This is an optimization exercise on Yosys and OpenROAD, whose aim is small area, a short achievable clock period and few clock cycles, not a production implementation. The RTL was checked by simulation tests, not by an equivalence proof against the original design.

==> v38 <==
==> flow/design.v (excerpt) <==
module pid_engine (
    input  wire        clk,
    input  wire        rst,           
    input  wire        in_valid,
    output wire        in_ready,
    input  wire [31:0] in_word,       
    input  wire [31:0] in_a,          
    input  wire [31:0] in_b,          
    input  wire [31:0] in_c,          
    input  wire [31:0] in_d,          
    input  wire [31:0] in_e,          
    input  wire [31:0] in_f,          
    output reg         out_valid,
    output reg  [1:0]  out_status,    
    output reg  [31:0] out_result     
);
clock: 20.0 ns
lec_check: 0
abc_clock_period_in_ps: 7000
cap_margin: 70
core_margin: 2
core_utilization: 45
slew_margin: 70
run.sh (not shown) runs the stock make flow with config.mk's settings and CLKGATE_MAP_FILE= SYNTH_SCRIPT=/design/flow/synth_recipe.tcl, a recipe that flattens the netlist after the stock synthesis.
==> v14: changes against v38 <==
--- a/flow/design.v
+++ b/flow/design.v
@@ -103,37 +103,70 @@
         else                  y = {sign, pk};
     end
 endmodule
 module fadd_q1 (
     input  wire [31:0] a,
     input  wire [31:0] b,
     output wire        sign,      
     output wire [7:0]  ex,        
-    output wire [23:0] mx,
+    output wire [23:0] mx,        
     output wire [26:0] zs,        
     output wire        sub,
+    output wire        rev,       
     output wire [1:0]  spc,       
     output wire        spc_s
 );
-    wire [23:0] mz; wire [4:0] d;
-    fadd_p1 u1 (.a(a), .b(b), .sign(sign), .ex(ex), .mx(mx), .mz(mz), .d(d), .sub(sub), .spc(spc), .spc_s(spc_s));
-    wire [50:0] zw  = {mz, 27'd0} >> d;
-    wire        zst = |zw[23:0];
-    assign zs = {zw[50:25], zw[24] | zst};
+    wire a_max = &a[30:23], b_max = &b[30:23];
+    wire a_nan = a_max && (a[22:0] != 0);
+    wire b_nan = b_max && (b[22:0] != 0);
+    wire a_inf = a_max && (a[22:0] == 0);
+    wire b_inf = b_max && (b[22:0] == 0);
+    wire an = a[30:23] != 0, bn = b[30:23] != 0;
+    wire [7:0]  ea = {a[30:24], a[23] | ~an};
+    wire [7:0]  eb = {b[30:24], b[23] | ~bn};
+    wire [23:0] ma = {an, a[22:0]};
+    wire [23:0] mb = {bn, b[22:0]};
+    wire [8:0]  dab = {1'b0, ea} - {1'b0, eb};
+    wire [8:0]  dba = {1'b0, eb} - {1'b0, ea};
+    wire        age = !dab[8];
+    wire [7:0]  dd  = age ? dab[7:0] : dba[7:0];
+    wire [4:0]  d   = (dd > 8'd27) ? 5'd27 : dd[4:0];
+    assign ex = age ? ea : eb;
+    assign mx = age ? ma : mb;
+    wire [23:0] mz = age ? mb : ma;
+    reg  [23:0] lost;
+    integer     i;
+    always @(*)
+        for (i = 0; i < 24; i = i + 1) lost[i] = (i + 4 <= d);
+    wire        zst = |(mz & lost);
+    wire [26:0] zw  = {mz, 3'b000} >> d;
+    assign zs = {zw[26:1], zw[0] | zst};
+    wire        swap = b[30:0] > a[30:0];
+    assign sign = swap ? b[31] : a[31];
+    assign sub  = a[31] ^ b[31];
+    assign rev  = sub && swap && (dab == 9'd0);
+    assign spc   = (a_nan || b_nan || (a_inf && b_inf) && (a[31] != b[31])) ? 2'd1 :
+                   (a_inf || b_inf) ? 2'd2 : 2'd0;
+    assign spc_s = a_inf ? a[31] : b[31];
 endmodule
 module fadd_q2 #(parameter H = 0) (
     input  wire [7:0]  ex,
     input  wire [23:0] mx,
     input  wire [26:0] zs,
     input  wire        sub,
+    input  wire        rev,
     output wire [27:0] r,
     output wire [4:0]  s           
 );
-    assign r = {1'b0, mx, 3'b000} + ({1'b0, zs} ^ {28{sub}}) + {27'd0, sub};
+    wire [27:0] xa = {1'b0, mx, 3'b000};
+    wire [27:0] za = {1'b0, zs};
+    wire [27:0] oa = rev ? za : xa;
+    wire [27:0] ob = rev ? ~xa : (za ^ {28{sub}});
+    assign r = oa + ob + {27'd0, sub};
     wire [7:0]  el  = ex - H;
     wire [27:0] sen = (el > 8'd27) ? 28'd0 : (28'h8000000 >> el[4:0]);
     clz28 u_lz (.v(r | sen), .n(s));
 endmodule
 module fadd_q3 #(parameter H = 0) (
     input  wire        sign,
     input  wire [7:0]  ex,
     input  wire [27:0] r,
@@ -158,44 +191,45 @@
     end
 endmodule
 module fadd3 #(parameter H = 0) (
     input  wire        clk,
     input  wire [31:0] a,
     input  wire [31:0] b,
     output reg  [31:0] y
 );
-    wire s1, sub1, ss1; wire [7:0] ex1; wire [23:0] mx1; wire [26:0] zs1; wire [1:0] spc1;
-    fadd_q1 u1 (.a(a), .b(b), .sign(s1), .ex(ex1), .mx(mx1), .zs(zs1), .sub(sub1), .spc(spc1), .spc_s(ss1));
-    reg  r1_s, r1_sub, r1_ss; reg [7:0] r1_ex; reg [23:0] r1_mx; reg [26:0] r1_zs; reg [1:0] r1_spc;
+    wire s1, sub1, rev1, ss1; wire [7:0] ex1; wire [23:0] mx1; wire [26:0] zs1; wire [1:0] spc1;
+    fadd_q1 u1 (.a(a), .b(b), .sign(s1), .ex(ex1), .mx(mx1), .zs(zs1), .sub(sub1), .rev(rev1), .spc(spc1), .spc_s(ss1));
+    reg  r1_s, r1_sub, r1_rev, r1_ss; reg [7:0] r1_ex; reg [23:0] r1_mx; reg [26:0] r1_zs; reg [1:0] r1_spc;
     always @(posedge clk) begin
-        r1_s <= s1; r1_sub <= sub1; r1_ss <= ss1; r1_ex <= ex1; r1_mx <= mx1; r1_zs <= zs1; r1_spc <= spc1;
+        r1_s <= s1; r1_sub <= sub1; r1_rev <= rev1; r1_ss <= ss1; r1_ex <= ex1; r1_mx <= mx1; r1_zs <= zs1;
+        r1_spc <= spc1;
     end
     wire [27:0] r2; wire [4:0] sh2;
-    fadd_q2 #(H) u2 (.ex(r1_ex), .mx(r1_mx), .zs(r1_zs), .sub(r1_sub), .r(r2), .s(sh2));
+    fadd_q2 #(H) u2 (.ex(r1_ex), .mx(r1_mx), .zs(r1_zs), .sub(r1_sub), .rev(r1_rev), .r(r2), .s(sh2));
     reg  r2_s, r2_sub, r2_ss; reg [7:0] r2_ex; reg [27:0] r2_r; reg [4:0] r2_sh; reg [1:0] r2_spc;
     always @(posedge clk) begin
         r2_s <= r1_s; r2_sub <= r1_sub; r2_ss <= r1_ss; r2_ex <= r1_ex; r2_r <= r2; r2_sh <= sh2; r2_spc <= r1_spc;
     end
     wire [31:0] yy;
     fadd_q3 #(H) u3 (.sign(r2_s), .ex(r2_ex), .r(r2_r), .s(r2_sh), .sub(r2_sub), .spc(r2_spc), .spc_s(r2_ss), .y(yy));
     always @(posedge clk) y <= yy;
 endmodule
 module faddq (input wire [31:0] a, input wire [31:0] b, output wire [31:0] y);
-    wire s1, sub1, ss1; wire [7:0] ex1; wire [23:0] mx1; wire [26:0] zs1; wire [1:0] spc1;
+    wire s1, sub1, rev1, ss1; wire [7:0] ex1; wire [23:0] mx1; wire [26:0] zs1; wire [1:0] spc1;
     wire [27:0] r2; wire [4:0] sh2;
-    fadd_q1 u1 (.a(a), .b(b), .sign(s1), .ex(ex1), .mx(mx1), .zs(zs1), .sub(sub1), .spc(spc1), .spc_s(ss1));
-    fadd_q2 u2 (.ex(ex1), .mx(mx1), .zs(zs1), .sub(sub1), .r(r2), .s(sh2));
+    fadd_q1 u1 (.a(a), .b(b), .sign(s1), .ex(ex1), .mx(mx1), .zs(zs1), .sub(sub1), .rev(rev1), .spc(spc1), .spc_s(ss1));
+    fadd_q2 u2 (.ex(ex1), .mx(mx1), .zs(zs1), .sub(sub1), .rev(rev1), .r(r2), .s(sh2));
     fadd_q3 u3 (.sign(s1), .ex(ex1), .r(r2), .s(sh2), .sub(sub1), .spc(spc1), .spc_s(ss1), .y(y));
 endmodule
 module faddqh (input wire [31:0] a, input wire [31:0] b, output wire [31:0] y);
-    wire s1, sub1, ss1; wire [7:0] ex1; wire [23:0] mx1; wire [26:0] zs1; wire [1:0] spc1;
+    wire s1, sub1, rev1, ss1; wire [7:0] ex1; wire [23:0] mx1; wire [26:0] zs1; wire [1:0] spc1;
     wire [27:0] r2; wire [4:0] sh2;
-    fadd_q1 u1 (.a(a), .b(b), .sign(s1), .ex(ex1), .mx(mx1), .zs(zs1), .sub(sub1), .spc(spc1), .spc_s(ss1));
-    fadd_q2 #(1) u2 (.ex(ex1), .mx(mx1), .zs(zs1), .sub(sub1), .r(r2), .s(sh2));
+    fadd_q1 u1 (.a(a), .b(b), .sign(s1), .ex(ex1), .mx(mx1), .zs(zs1), .sub(sub1), .rev(rev1), .spc(spc1), .spc_s(ss1));
+    fadd_q2 #(1) u2 (.ex(ex1), .mx(mx1), .zs(zs1), .sub(sub1), .rev(rev1), .r(r2), .s(sh2));
     fadd_q3 #(1) u3 (.sign(s1), .ex(ex1), .r(r2), .s(sh2), .sub(sub1), .spc(spc1), .spc_s(ss1), .y(y));
 endmodule
 module fadd (input wire [31:0] a, input wire [31:0] b, output wire [31:0] y);
     wire s, sub, ss; wire [7:0] ex; wire [23:0] mx, mz; wire [4:0] d; wire [27:0] r; wire [1:0] spc;
     fadd_p1 u1 (.a(a), .b(b), .sign(s), .ex(ex), .mx(mx), .mz(mz), .d(d), .sub(sub), .spc(spc), .spc_s(ss));
     fadd_p2 u2 (.mx(mx), .mz(mz), .d(d), .sub(sub), .r(r));
     fadd_p3 u3 (.sign(s), .ex(ex), .r(r), .sub(sub), .spc(spc), .spc_s(ss), .y(y));
 endmodule
@@ -1734,36 +1768,36 @@
             assign f_lfb[32*(g-1) +: 32]   = lfb[g];
         end
     endgenerate
     reg        b_v;
     reg [31:0] b_a, b_b, b_c, b_d, b_e, b_f;
     reg        b_pid, b_prst, b_wrp, b_idok, b_aux0, b_aux1;
     reg [N:1]  b_oh;
     reg [2:0]  b_idx;
-    reg        b_pnan, b_wnan, b_dtle0;
     reg        hz;                    
     wire [7:0]  i_opc = in_word[31:24];
     wire [7:0]  i_id  = in_word[23:16];
     wire [15:0] i_aux = in_word[15:0];
     wire        i_pid  = (i_opc == 8'h20) && (i_aux == 16'd0);
     wire        i_prst = (i_opc == 8'h21) && (i_aux == 16'd0);
     wire        i_wrp  = (i_opc == 8'h40) && (i_aux[15:2] == 14'd0);
     wire        i_idok = (i_id >= 8'd1) && (i_id <= N);
     wire [N:1]  i_oh;
     generate
         for (g = 1; g <= N; g = g + 1) begin : dec
             assign i_oh[g] = (i_id == g);
         end
     endgenerate
-    wire        i_pnan = is_nan(in_a) || is_nan(in_b) || is_nan(in_c);
-    wire        i_wnan = is_nan(in_d) || is_nan(in_e) || is_nan(in_f);
     wire issue    = b_v && !hz;
     assign in_ready = !b_v || !hz;
     wire accept   = in_valid && in_ready;
+    wire b_pnan  = is_nan(b_a) || is_nan(b_b) || is_nan(b_c);
+    wire b_wnan  = is_nan(b_d) || is_nan(b_e) || is_nan(b_f);
+    wire b_dtle0 = (b_c[30:0] == 31'd0) || b_c[31];
     reg  [3:0] cause;
     always @(*) begin
         cause = 4'd0;
         if (!(b_pid || b_prst || b_wrp))
             cause = C_ILLEGAL_OP;
         else if (!b_idok)
             cause = C_BAD_ID;
         else if (b_pid && !(|(pvalid & b_oh)))
@@ -1807,18 +1841,16 @@
         end else begin
             b_v <= accept || (b_v && !issue);
             hz  <= hz_n;
         end
         if (in_ready) begin
             b_a <= in_a; b_b <= in_b; b_c <= in_c; b_d <= in_d; b_e <= in_e; b_f <= in_f;
             b_pid <= i_pid; b_prst <= i_prst; b_wrp <= i_wrp; b_idok <= i_idok;
             b_aux0 <= i_aux[0]; b_aux1 <= i_aux[1]; b_oh <= i_oh; b_idx <= i_id[2:0];
-            b_pnan <= i_pnan; b_wnan <= i_wnan;
-            b_dtle0 <= (in_c[30:0] == 31'd0) || in_c[31];
         end
     end
     always @(posedge clk) begin
         if (rst) sv <= 0;
         else     sv <= {sv[L-1:2], issue};
         sisp <= {sisp[L-1:2], b_pid};
         spid <= {spid[L-1:2], b_pidok};
         sid[2] <= b_idx;
@@ -1826,28 +1858,28 @@
         soh[2] <= b_oh;
         for (k = 3; k <= 13; k = k + 1) soh[k] <= soh[k-1];
         scz[2] <= cause;
         for (k = 3; k <= L; k = k + 1) scz[k] <= scz[k-1];
         skill[2] <= 1'b0;
         for (k = 3; k <= 13; k = k + 1)
             skill[k] <= skill[k-1] || (do_prst && |(soh[k-1] & b_oh));
     end
-    wire        e1_s, e1_sub, e1_ss; wire [7:0] e1_ex; wire [23:0] e1_mx; wire [26:0] e1_zs;
+    wire        e1_s, e1_sub, e1_rev, e1_ss; wire [7:0] e1_ex; wire [23:0] e1_mx; wire [26:0] e1_zs;
     wire [1:0]  e1_spc;
     fadd_q1 u_e1 (.a(b_a), .b({~b_b[31], b_b[30:0]}), .sign(e1_s), .ex(e1_ex), .mx(e1_mx),
-                  .zs(e1_zs), .sub(e1_sub), .spc(e1_spc), .spc_s(e1_ss));
-    reg         c2_s, c2_sub, c2_ss; reg [7:0] c2_ex; reg [23:0] c2_mx; reg [26:0] c2_zs; reg [1:0] c2_spc;
+                  .zs(e1_zs), .sub(e1_sub), .rev(e1_rev), .spc(e1_spc), .spc_s(e1_ss));
+    reg         c2_s, c2_sub, c2_rev, c2_ss; reg [7:0] c2_ex; reg [23:0] c2_mx; reg [26:0] c2_zs; reg [1:0] c2_spc;
     reg  [31:0] c2_fb, c2_dt;
     always @(posedge clk) begin
-        c2_s <= e1_s; c2_sub <= e1_sub; c2_ss <= e1_ss; c2_ex <= e1_ex; c2_mx <= e1_mx; c2_zs <= e1_zs;
-        c2_spc <= e1_spc; c2_fb <= b_b; c2_dt <= b_c;
+        c2_s <= e1_s; c2_sub <= e1_sub; c2_rev <= e1_rev; c2_ss <= e1_ss; c2_ex <= e1_ex; c2_mx <= e1_mx;
+        c2_zs <= e1_zs; c2_spc <= e1_spc; c2_fb <= b_b; c2_dt <= b_c;
     end
     wire [27:0] e2_r; wire [4:0] e2_sh;
-    fadd_q2 u_e2 (.ex(c2_ex), .mx(c2_mx), .zs(c2_zs), .sub(c2_sub), .r(e2_r), .s(e2_sh));
+    fadd_q2 u_e2 (.ex(c2_ex), .mx(c2_mx), .zs(c2_zs), .sub(c2_sub), .rev(c2_rev), .r(e2_r), .s(e2_sh));
     reg         c3_s, c3_sub, c3_ss; reg [7:0] c3_ex; reg [27:0] c3_r; reg [4:0] c3_sh; reg [1:0] c3_spc;
     reg  [31:0] c3_fb, c3_dt;
     always @(posedge clk) begin
         c3_s <= c2_s; c3_sub <= c2_sub; c3_ss <= c2_ss; c3_ex <= c2_ex; c3_r <= e2_r; c3_sh <= e2_sh;
         c3_spc <= c2_spc; c3_fb <= c2_fb; c3_dt <= c2_dt;
     end
     wire [31:0] err3;
     fadd_q3 u_e3 (.sign(c3_s), .ex(c3_ex), .r(c3_r), .s(c3_sh), .sub(c3_sub), .spc(c3_spc), .spc_s(c3_ss), .y(err3));
==> flow_metrics.env <==
export IMPL_nFlopsAndLatches=7245
export IMPL_r2r_end="c2_zs[0]"
export IMPL_clock_cell_area_share_pct=5.92
export IMPL_postPlaceCellArea_mm2=0.421
export IMPL_synth_xor_area_share_pct=3.36
export IMPL_clock_buffers=1023
export IMPL_drt_iter0_markers=27000
export IMPL_post_route_period_util_pct=33.7
export IMPL_dp_slack_ns=12.88
export IMPL_route_met2_wl_um=592000
export IMPL_status="no timing/DRC/antenna violations"
export IMPL_synthMuxAreaShare_pct=5.34
export IMPL_synthCells=37800
export IMPL_met3_usage_pct=5.40
-- figures above: v14

==> flow_metrics.env <==
export IMPL_yosysMostFrequentCell="dfxtp_1"
export IMPL_post_route_period_util_pct=36.2
export IMPL_synth_xor_area_share_pct=3.41
export IMPL_status="no timing/DRC/antenna violations"
export IMPL_drt_iter0_markers=24000
export IMPL_postPlaceCellArea_mm2=0.408
export IMPL_met3_usage_pct=3.76
export IMPL_n_fill_cell=75000
export IMPL_clock_skew_ns=0.0972
export IMPL_htree_levels=6
export IMPL_synth_area_per_cell_um2=10.4
export IMPL_synthMuxAreaShare_pct=4.08
export IMPL_nFlopsAndLatches=7242
export IMPL_clock_buffers=980
export IMPL_route_met2_wl_um=560000
export IMPL_syn_num_nets=40900
export IMPL_multiInputGateArea_mm2=0.201
-- figures above: v38

Testbench counts of v38, summed over its fixed seeds: cycles 9,081.
Testbench counts of v14, summed over its fixed seeds: cycles 9,081.

## afterwards: timing with drivers on the ports
The results above use ideal ports. As a check the final layouts listed here were re-extracted and re-timed, cells and wires unchanged. Step 1 (the two cells are an assumption about what drives the block):
set clk [get_ports {clk}]
set_driving_cell -lib_cell sky130_fd_sc_hd__clkbuf_16 $clk
set_driving_cell -lib_cell sky130_fd_sc_hd__buf_2 [delete_from_list [all_inputs] $clk]
Step 2 moves the port delays by t, midway between the first and last clock arrival at a register: inputs arrive t later, outputs are due t later. That takes back most of the time a late clock gives input paths. Three values: no drivers, after step 1, after step 2; two values: the first two.
run	shift t [ns]	setup WS [ns]	slew at the worst register clock pin (ns)
v38	1.255	12.769 / 12.769 / 12.435	0.08 / 0.08
v14	1.285	13.253 / 13.094 / 12.798	0.07 / 0.07
After both steps setup and hold are still met in every run listed. The setup slack of v14, which loses most, moves by -0.159 ns with the drivers and by -0.455 ns with both steps.
